Background: an optimization exercise with open tools, aiming at small area, a short achievable clock period and few clock cycles. Do not read the settings as production practice.
The RTL was checked by simulation tests, not by an equivalence proof against the original design.
Power figures rest on the tool's default switching activity, not on a simulated workload.

==> flow/design.v, too long to show whole: its modules and the start of the top module <==
// module aptb_acf: 1575 lines
module aptb_acf (
    input             clk,
    input             rst,           
    input             cmd_valid,
    output            cmd_ready,
    input      [31:0] cmd_word,      
    input      [31:0] cmd_data,      
    input      [31:0] cfg_fs,        
    input      [31:0] cfg_flo,       
    input      [31:0] cfg_fhi,       
    input      [15:0] cfg_tau,       
    output reg        rsp_valid,
    output reg [31:0] rsp_result,
    output reg [7:0]  rsp_err
);
  // ...
==> flow/flow/run.sh <==
#!/bin/bash
# The standard layout, with the port buffers made from plain buf_4 cells
# instead of the delay buffer the resizer picks by default.
set -euo pipefail
export BUFFER_PORTS_ARGS="-buffer_cell sky130_fd_sc_hd__buf_4"
bash standard.sh finish > standard_flow.log 2>&1
==> flow/standard.sh <==
#!/bin/bash
# synth_recipe.tcl (not shown) runs the flow's synth.tcl, then flattens the netlist and writes it again
# the make line also repeats each setting of config.mk as NAME=value (left out here)
make -C /OpenROAD-flow-scripts/flow DESIGN_CONFIG=/design/flow/config.mk WORK_HOME=/design/flow/orfs CLKGATE_MAP_FILE= SYNTH_SCRIPT=/design/flow/synth_recipe.tcl "${@:-finish}"
==> flow/config.mk <==
export PLATFORM = sky130hd
export DESIGN_NAME = aptb_acf
export DESIGN_NICKNAME = aptb_acf
export VERILOG_FILES = /design/flow/design.v
export SDC_FILE = /design/flow/constraint.sdc
export NUM_CORES = 4
export LEC_CHECK = 0
export CAP_MARGIN = 20
export CORE_MARGIN = 2
export CORE_UTILIZATION = 58
export SLEW_MARGIN = 20
==> flow/constraint.sdc <==
create_clock -name core_clock -period 15.0 [get_ports {clk}]
set_input_delay 3.0000 -clock core_clock [delete_from_list [all_inputs] [get_ports {clk}]]
set_output_delay 3.0000 -clock core_clock [all_outputs]
set_load 0.01 [all_outputs]
==> metrics.md, run 1 <==
| Metric | Value |
|---|---|
| Status | `no timing/DRC/antenna violations` |
| Synth unique cells | `79` |
| Critical-path cell list | `buf_4, inv_1, ha_1, fa_1, a211oi_1, o21ai_0, and3_1, a211o_1, o31ai_1, a21oi_1, a221oi_1, nor2b_1, xor2_1, a221oi_1` |
| Main area contributors after synthesis | `edfxtp_1, dfxtp_1, mux4_2` |
| Crit-path slowest cell | `buf_4` |
| Area of the core | `about 0.11 mm^2` |
| Hold endpoint | `pr_first$_DFF_P_` |
| Worst r2r src | `dv_sh[32]$_SDFFE_PP0P_` |
| Cell with the most instances after synthesis | `edfxtp_1` |
| Setup ws final | `just over 10000 ps` |
| CP delay by family, top | `compound AO/OA/AOI/OAI gates` |
| Row cnt | `approximately 120` |
| Req. time, crit path | `between 15000 and 20000 ps` |
| Final min period | `roughly 4700 ps` |
| Highest layer used for signal routing | `met4` |
| Biggest regs | `F x256, S x256, T x256` |
| Critical Path Most Common Cell | `a221oi_1` |
| Vias | `between 40000 and 50000` |
| Post-synth top area cell | `edfxtp_1` |
| Clock group power | `3.38 mW` |
| Synthesized instance count | `about 5300` |
| Mux cell area share after synthesis | `0.109` |
| Power share of the sequential group | `0.487` |
| Global Route met3 Usage | `0.0442` |
| Clk buf depth | `3` |
| Max-slew violations | `0` |
| Synth Area in XOR/XNOR | `0.0550` |
| # H-tree levels | `4` |
| Initial core utilization | `0.587` |
| Synth Area in Compound Gates | `0.0850` |
| Leading cell kind | `registers` |
| Buffering overhead | `0.0288` |
| Number of global-route vias before repair | `around 42000` |
| Clock Latency Late Sink | `between 700 and 800 ps` |
| Hold Crit Class | `flip-flop to flip-flop` |
Testbench counts, summed over its fixed seeds: cycles 43,075.
==> run 2: changes to the inputs <==
--- a/flow/design.v
+++ b/flow/design.v
@@ -118,16 +118,17 @@
     reg        pe_v;        
     reg        pe_hc;
     reg [6:0]  lastlag;
     reg        llv;
     reg        dv_ok;
     reg        have_win;
     reg        sw_busy;     
     reg [255:0] F;           
+    reg         f_sh, f_b;   
     reg [255:0] S;           
     reg [255:0] T;           
     wire not_cfg   = !o_init && !cfgd;
     wire push_drop = cnt_zero && qb;
     wire push_fill = cnt_last;
     wire corr_bad  = dhi || (dlag < mp) || (dlag > nh1);
     reg        in_run;
     reg [3:0]  in_cnt;
@@ -1381,18 +1382,20 @@
             rsp_valid <= 1'b0;
         end else begin
             rsp_valid <= done;
         end
         rsp_result <= r_res;
         rsp_err    <= r_err;
     end
     always @(posedge clk) begin
-        if (do_shift) F <= {F[254:0], qb};
-        if (s_ld)     S <= F;
+        f_sh <= do_shift;
+        f_b  <= qb;
+        if (f_sh) F <= {F[254:0], f_b};
+        if (s_ld) S <= {F[254:0], f_b};
     end
     always @(posedge clk) begin
             if (do_init_start) begin
                 in_run <= 1'b1;
                 in_cnt <= 4'd0;
                 cfgd   <= 1'b0;
                 fs_s   <= cfg_fs[22:0];
                 fs_big <= |cfg_fs[31:23];
==> run 2 against run 1 <==
  * Fmax is 10% higher
  * Wire length is 1.4% lower
  * Die area is 0.19% higher
  * Critical path depth is 13 lower
  * Sequential cell count is 1 higher
  * Clock power is 1% lower
  * Worst hold slack better by 5.6 ps
  * First-iteration DRC count is 1.7% higher
  * Cell area hardly changed
  * Critical path type is now flip-flop to primary output
  * Largest power group unchanged
==> metrics.md, run 2 <==
| Metric | Value |
|---|---|
| Status | `no timing/DRC/antenna violations (unchanged)` |
| Routed length on met3 | `10600 um (about the same)` |
| Max-cap violations | `0 (unchanged)` |
| FFs w/ async S/R, synth | `0 (unchanged)` |
| Number of global-route vias before repair | `41400 (was 41700)` |
| Switching power | `1.73 mW (was 1.67 mW)` |
| Num CTS Buffers | `132 (unchanged)` |
| Layout cell share with drive strength beyond 1 | `0.148 (about the same)` |
| Maximum vdd drop | `0.000107 V (was 0.000119 V)` |
| Initial core utilization | `0.582 (was 0.587)` |
| TNS Setup | `0 ps (unchanged)` |
| Die X | `337 um (was 336 um)` |
| PD cells | `104 mW/mm^2 (about the same)` |
| Post-CTS Setup Inserts | `0 (unchanged)` |
| Clock Sink Count | `1241 (was 1240)` |
| Clock Pin Slew Worst Setup and Hold Paths | `60 ps (about the same)` |
| Main area contributors after synthesis | `edfxtp_1, dfxtp_1, mux4_2 (unchanged)` |
| DR WL/cell | `24.2 um (was 24.7 um)` |
| Commonest non-fill, non-tap cell in the layout | `edfxtp_1 (unchanged)` |
| Grt total ovfl | `0 (unchanged)` |
| Largest net degree at the start of global routing | `155 (was 130)` |
| Synthesis Warnings | `1 (unchanged)` |
| I/O pin cnt | `221 (unchanged)` |
| Combinational share of power | `0.066 (was 0.058)` |
| P&R area growth vs syn | `11.5% (was 11.7%)` |
| Reg2reg end | `pq[0]$_DFF_P_ (was dv_sh[30]$_DFFE_PP_)` |
| Hold depth | `0 (unchanged)` |
| First-pass GRT wire length | `258000 um (was 262000 um)` |
| Most frequent cells in the layout | `edfxtp_1, dfxtp_1, inv_1, nor2_1, a21oi_1 (unchanged)` |
| # resized after CTS | `0 (unchanged)` |
| Max stage delay on crit path | `390 ps (was 470 ps)` |
| Cell area after synthesis | `0.0642 mm^2 (was 0.0641 mm^2)` |
| RSZ-0062 raised after global routing | `no (unchanged)` |
| Clk network pwr share | `0.447 (was 0.455)` |
| Synth unique cells | `95 (was 79)` |
| Synthesized instance count | `5295 (was 5274)` |
| Hold buffers post-CTS | `0 (unchanged)` |
| Area of the core | `0.110 mm^2 (was 0.109 mm^2)` |
| Crit-path slowest cell | `dfxtp_1 (was buf_4)` |
| DRT antenna net count | `0 (unchanged)` |
| Hold Crit Class | `flip-flop to flip-flop (unchanged)` |
| Iteration-0 DRC Markers | `3801 (was 3738)` |
| Overall Global Routing Usage | `0.306 (was 0.311)` |
| Pleak | `27.1 nW (was 27.2 nW)` |
| Cell count after placement | `6821 (was 6784)` |
| CP delay by family, top | `flip-flops (was compound AO/OA/AOI/OAI gates)` |
| Fmax achieved | `233 MHz (was 212 MHz)` |
| Hold endpoint | `pr_rd$_DFF_P_ (was pr_first$_DFF_P_)` |
| Cell with the most instances after synthesis | `edfxtp_1 (unchanged)` |
| Final min period | `4290 ps (was 4720 ps)` |
| Highest layer used for signal routing | `met4 (unchanged)` |
| Final setup violation count | `0 (unchanged)` |
| I/O Buffers | `216 (unchanged)` |
| CP max FO | `1 (was 35)` |
| Clock root buffer | `clkbuf_16 (unchanged)` |
| Via-to-Cell Ratio | `5.93 (was 5.97)` |
| Worst Path Class, Setup | `flip-flop to primary output (was flip-flop to flip-flop)` |
| Slew HR | `0.188 (was 0.260)` |
| ANT cells | `0 (unchanged)` |
| Die H | `337 um (was 336 um)` |
| HP Start | `pa_rd$_DFF_P_ (was pa_first$_DFF_P_)` |
| Final period util | `0.286 (was 0.315)` |
| Pint | `5.73 mW (was 5.77 mW)` |
| Area post-placement | `0.0671 mm^2 (about the same)` |
| FF-to-FF path depth | `11 (was 14)` |
| DR pass1 iterations | `8 (was 6)` |
| EDFF count, synth | `718 (was 719)` |
| HPWL after DPL | `128000 um (was 129000 um)` |
| Row cnt | `122 (was 121)` |
| Post-route cell area | `0.0716 mm^2 (about the same)` |
| Die area | `0.113 mm^2 (about the same)` |
| Synth Flop Type | `edfxtp_1 (unchanged)` |
| Post-Route WL | `171000 um (was 174000 um)` |
| RePlAce Congestion | `0.934 (was 0.941)` |
| Clock Latency Late Sink | `760 ps (was 750 ps)` |
| Switching Fraction | `0.232 (was 0.224)` |
| Post-synth top area cell | `edfxtp_1 (unchanged)` |
| CTS tree | `yes (unchanged)` |
| Initial antenna violation count | `2 (was 1)` |
| Clk buf depth | `3 (unchanged)` |
| # H-tree levels | `4 (unchanged)` |
| Worst r2r src | `m_lgt[1]$_DFF_P_ (was dv_sh[32]$_SDFFE_PP0P_)` |
| Clock skew | `23.2 ps (was 27.0 ps)` |
| Vias | `41900 (was 42000)` |
| Fin nets | `6142 (was 6117)` |
| Max-slew violations | `0 (unchanged)` |
| Worst Setup End Kind | `primary output (was flip-flop)` |
| Biggest regs | `S x256, T x256, F x255 (was F x256, S x256, T x256)` |
| Final Non-Filler Cells | `7066 (was 7025)` |
| Power share of the sequential group | `0.487 (about the same)` |
| DRC | `0 (unchanged)` |
| Worst Max-Slew Pin Slew | `1220 ps (was 1110 ps)` |
| Final hold viol count | `0 (unchanged)` |
| Metal2 WL | `84300 um (was 83900 um)` |
| Post-synthesis sequential area ratio | `0.499 (was 0.500)` |
| Flops & latches, synth | `1241 (was 1240)` |
| CP bufs+invs | `1 (was 2)` |
| R2r setup slk | `10880 ps (was 10280 ps)` |
| M1 WL | `70300 um (was 72600 um)` |
| Req. time, crit path | `12000 ps (was 15470 ps)` |
| Critical-path cell list | `buf_4 (was buf_4, inv_1, ha_1, fa_1, a211oi_1, o21ai_0, and3_1, a211o_1, o31ai_1, a21oi_1, a221oi_1, nor2b_1, xor2_1, a221oi_1)` |
| Proportion of netlist area held by the largest area contributor | `0.336 (was 0.337)` |
| Syn Area/Cell | `12.1 um^2 (about the same)` |
| Worst setup SP type | `flip-flop (unchanged)` |
| CP arrival | `1290 ps (was 5190 ps)` |
| Synth top cells by count | `edfxtp_1, dfxtp_1, inv_1 (unchanged)` |
[run 2: worst max-delay path by stage]
| stage | start | to | slack (ps) | depth (start not counted) |
|---|---|---|---|---|
| floorplan | s_ld$_SDFF_PP0_ | S[0]$_DFFE_PP_ | 8470 | 0 |
| global placement | cmd_word[4] | q_d[11]$_DFFE_PN_ | 10060 | 8 |
| detailed placement | cmd_word[4] | q_d[11]$_DFFE_PN_ | 9990 | 8 |
| CTS | rsp_result[8]$_SDFF_PP0_ | rsp_result[8] | 10680 | 1 |
| global route | cmd_word[4] | q_d[11]$_DFFE_PN_ | 10580 | 8 |
| finish | rsp_result[8]$_SDFF_PP0_ | rsp_result[8] | 10710 | 1 |
[run 2: cell type report]
class	count	area [um^2]
clock inverters	73	825
clock buffers	172	3610
well taps	1488	1860
multi-input cells	3342	29400
flip-flops and latches	1241	32000
inverters	481	1810
repair buffers	269	2050
fillers	8601	38600
[run 2: routing by layer]
layer,track usage,vias up
met2,0.512,1575
met3,0.0443,310
met4,0.110,0
met5,0,-
li1,-,19100
met1,0.409,20900
[run 2: metrics by stage]
stage	hold WS [ps]	util	total power, mW	worst slack [ps]
after floorplan	310	-	4.05	8470
after global placement	310	0.609	4.18	10060
after detailed placement	312	0.609	4.19	9990
after CTS	326	0.649	7.50	10680
after global routing	330	0.649	7.70	10580
final	326	0.649	7.46	10710
[run 2: power by group through the flow]
stage | sequential (mW) | clock [mW] | combinational [mW]
3_3_place_gp | 3.70 | 0 | 0.481
2_1_floorplan | 3.68 | 0 | 0.366
5_1_grt | 3.63 | 3.51 | 0.551
4_1_cts | 3.63 | 3.38 | 0.491
6_report | 3.63 | 3.33 | 0.496
3_5_place_dp | 3.70 | 0 | 0.488
[run 2: kinds of logic after synthesis]
kind of cell,Yosys count,synth area share
DFF,1241,0.499
and+or+nand+nor,1174,0.0842
AOI/OAI and AO/OA,874,0.0821
buffers and inverters,715,0.0441
adders and majority gates,496,0.127
xor gates and xnor gates,408,0.0557
muxes,386,0.108
other,1,0.0000584
Testbench counts of run 2, summed over its fixed seeds: cycles 43,075.
==> run 3: changes to the inputs <==
--- a/flow/config.mk
+++ b/flow/config.mk
@@ -7,5 +7,5 @@
 export LEC_CHECK = 0
 export CAP_MARGIN = 20
 export CORE_MARGIN = 2
-export CORE_UTILIZATION = 58
+export CORE_UTILIZATION = 65
 export SLEW_MARGIN = 20
==> run 3 against run 2 <==
  * The run now fails in detailed routing
  * Area after synthesis stayed put
  * Global-route usage is 3.0 points higher
  * Synthesized cell count stayed put
==> metrics.md, run 3 <==
| Metric | Value |
|---|---|
| Main area contributors after synthesis | `edfxtp_1, dfxtp_1, mux4_2 (unchanged)` |
| Post-synthesis sequential area ratio | `0.499 (unchanged)` |
| EDFF count, synth | `718 (unchanged)` |
| # H-tree levels | `4 (unchanged)` |
| Overall Global Routing Usage | `0.337 (was 0.306)` |
| First-pass GRT wire length | `257000 um (was 258000 um)` |
| Die X | `318 um (was 337 um)` |
| Num CTS Buffers | `131 (was 132)` |
| Synthesized instance count | `5295 (unchanged)` |
| Synthesis Warnings | `1 (unchanged)` |
| Initial core utilization | `0.654 (was 0.582)` |
| Row cnt | `115 (was 122)` |
| # resized after CTS | `0 (unchanged)` |
| Synth Flop Type | `edfxtp_1 (unchanged)` |
| Synth top cells by count | `edfxtp_1, dfxtp_1, inv_1 (unchanged)` |
| Placement Setup Slack | `9950 ps (was 9990 ps)` |
| Number of global-route vias before repair | `42300 (was 41400)` |
| Initial antenna violation count | `2 (unchanged)` |
| Cell area after synthesis | `0.0642 mm^2 (unchanged)` |
| Hold buffers post-CTS | `0 (unchanged)` |
| Post-synth top area cell | `edfxtp_1 (unchanged)` |
| Synth unique cells | `95 (unchanged)` |
| RePlAce Congestion | `0.945 (was 0.934)` |
| Run Error | `Error: net283 2 pin not visited #guides = 197` |
| Cell with the most instances after synthesis | `edfxtp_1 (unchanged)` |
| FFs w/ async S/R, synth | `0 (unchanged)` |
| Halt Stage | `detailed routing` |
| Clock Sink Count | `1241 (unchanged)` |
| Grt total ovfl | `0 (unchanged)` |
| Flops & latches, synth | `1241 (unchanged)` |
| Clk buf depth | `3 (unchanged)` |
| Status | `stopped before the end (was no timing/DRC/antenna violations)` |
| Largest net degree at the start of global routing | `83 (was 155)` |
| I/O Buffers | `216 (unchanged)` |
| Proportion of netlist area held by the largest area contributor | `0.336 (unchanged)` |
| Die H | `318 um (was 337 um)` |
| Syn Area/Cell | `12.1 um^2 (unchanged)` |
| HPWL after DPL | `123000 um (was 128000 um)` |
| Post-CTS Setup Inserts | `0 (unchanged)` |
| I/O pin cnt | `221 (unchanged)` |
| Clock root buffer | `clkbuf_16 (unchanged)` |
==> run 3: kinds of logic after synthesis <==
kind of cell	count (synthesis)	share of synthesized area
adders and majority gates	496	0.127
AOI/OAI and AO/OA	874	0.0821
and+or+nand+nor	1174	0.0842
muxes	386	0.108
buffers and inverters	715	0.0441
DFF	1241	0.499
xor gates and xnor gates	408	0.0557
other	1	0.0000584
==> run 3: layer usage <==
| metal | GRT usage |
|---|---|
| met1 | 0.446 |
| met2 | 0.553 |
| met3 | 0.0546 |
| met4 | 0.149 |
| met5 | 0 |
==> run 3: through the flow <==
stage          hold slack, ps  instance area [um^2]  total power, mW   util  instances
2_1_floorplan             310                 64200             4.05      -       5298
3_3_place_gp              311                 66800             4.18  0.681       6619
3_5_place_dp              312                 66800             4.19  0.681       6619
4_1_cts                   341                 71300             7.51  0.727       6857
5_1_grt                   348                 71300             7.70  0.727       6857
==> run 3: how the worst min path moves through the flow <==
stage / start / to / slack (ps)
global route: pa_rd$_DFF_P_ / pr_rd$_DFF_P_ / 350
CTS: pr_first$_DFF_P_ / pb_first$_DFF_P_ / 340
detailed placement: pr_first$_DFF_P_ / pb_first$_DFF_P_ / 310
global placement: pr_first$_DFF_P_ / pb_first$_DFF_P_ / 310
floorplan: pr_first$_DFF_P_ / pb_first$_DFF_P_ / 310
==> run 3: power groups by stage <==
stage	clock network (mW)	logic, mW	registers [mW]
floorplan	0	0.366	3.68
global placement	0	0.475	3.70
detailed placement	0	0.482	3.70
CTS	3.39	0.486	3.63
global route	3.53	0.546	3.63

[re-timing with driven ports]
In the flow no input, the clock included, has a driving cell. The finished layouts below were timed again as built, in two steps. Step 1 sets driving cells, clkbuf_16 on the clock port and buf_2 on the other inputs (assumed; they add their load-dependent delay and slew). Step 2 adds t to the input delays and takes it off the output delays; t is the mean of the earliest and latest rising clock arrival at the registers after step 1. Input paths then give back, and output paths get back, about the clock's delay inside the block. a / b / c = ideal / step 1 / step 2; a / b = the first two.
run	shift t [ns]	setup WS [ns]	worst setup path at the end	worst register clock-pin slew, ns	cell pins on the clock port's net
run 1	0.816	10.282 / 10.282 / 9.969	input to register	0.07 / 0.07	1
run 2	0.819	10.713 / 10.642 / 9.991	input to register	0.07 / 0.07	1
After both steps setup and hold are still met in every run listed. The setup slack of run 2, which loses most, moves by -0.071 ns with the drivers and by -0.722 ns with both steps.
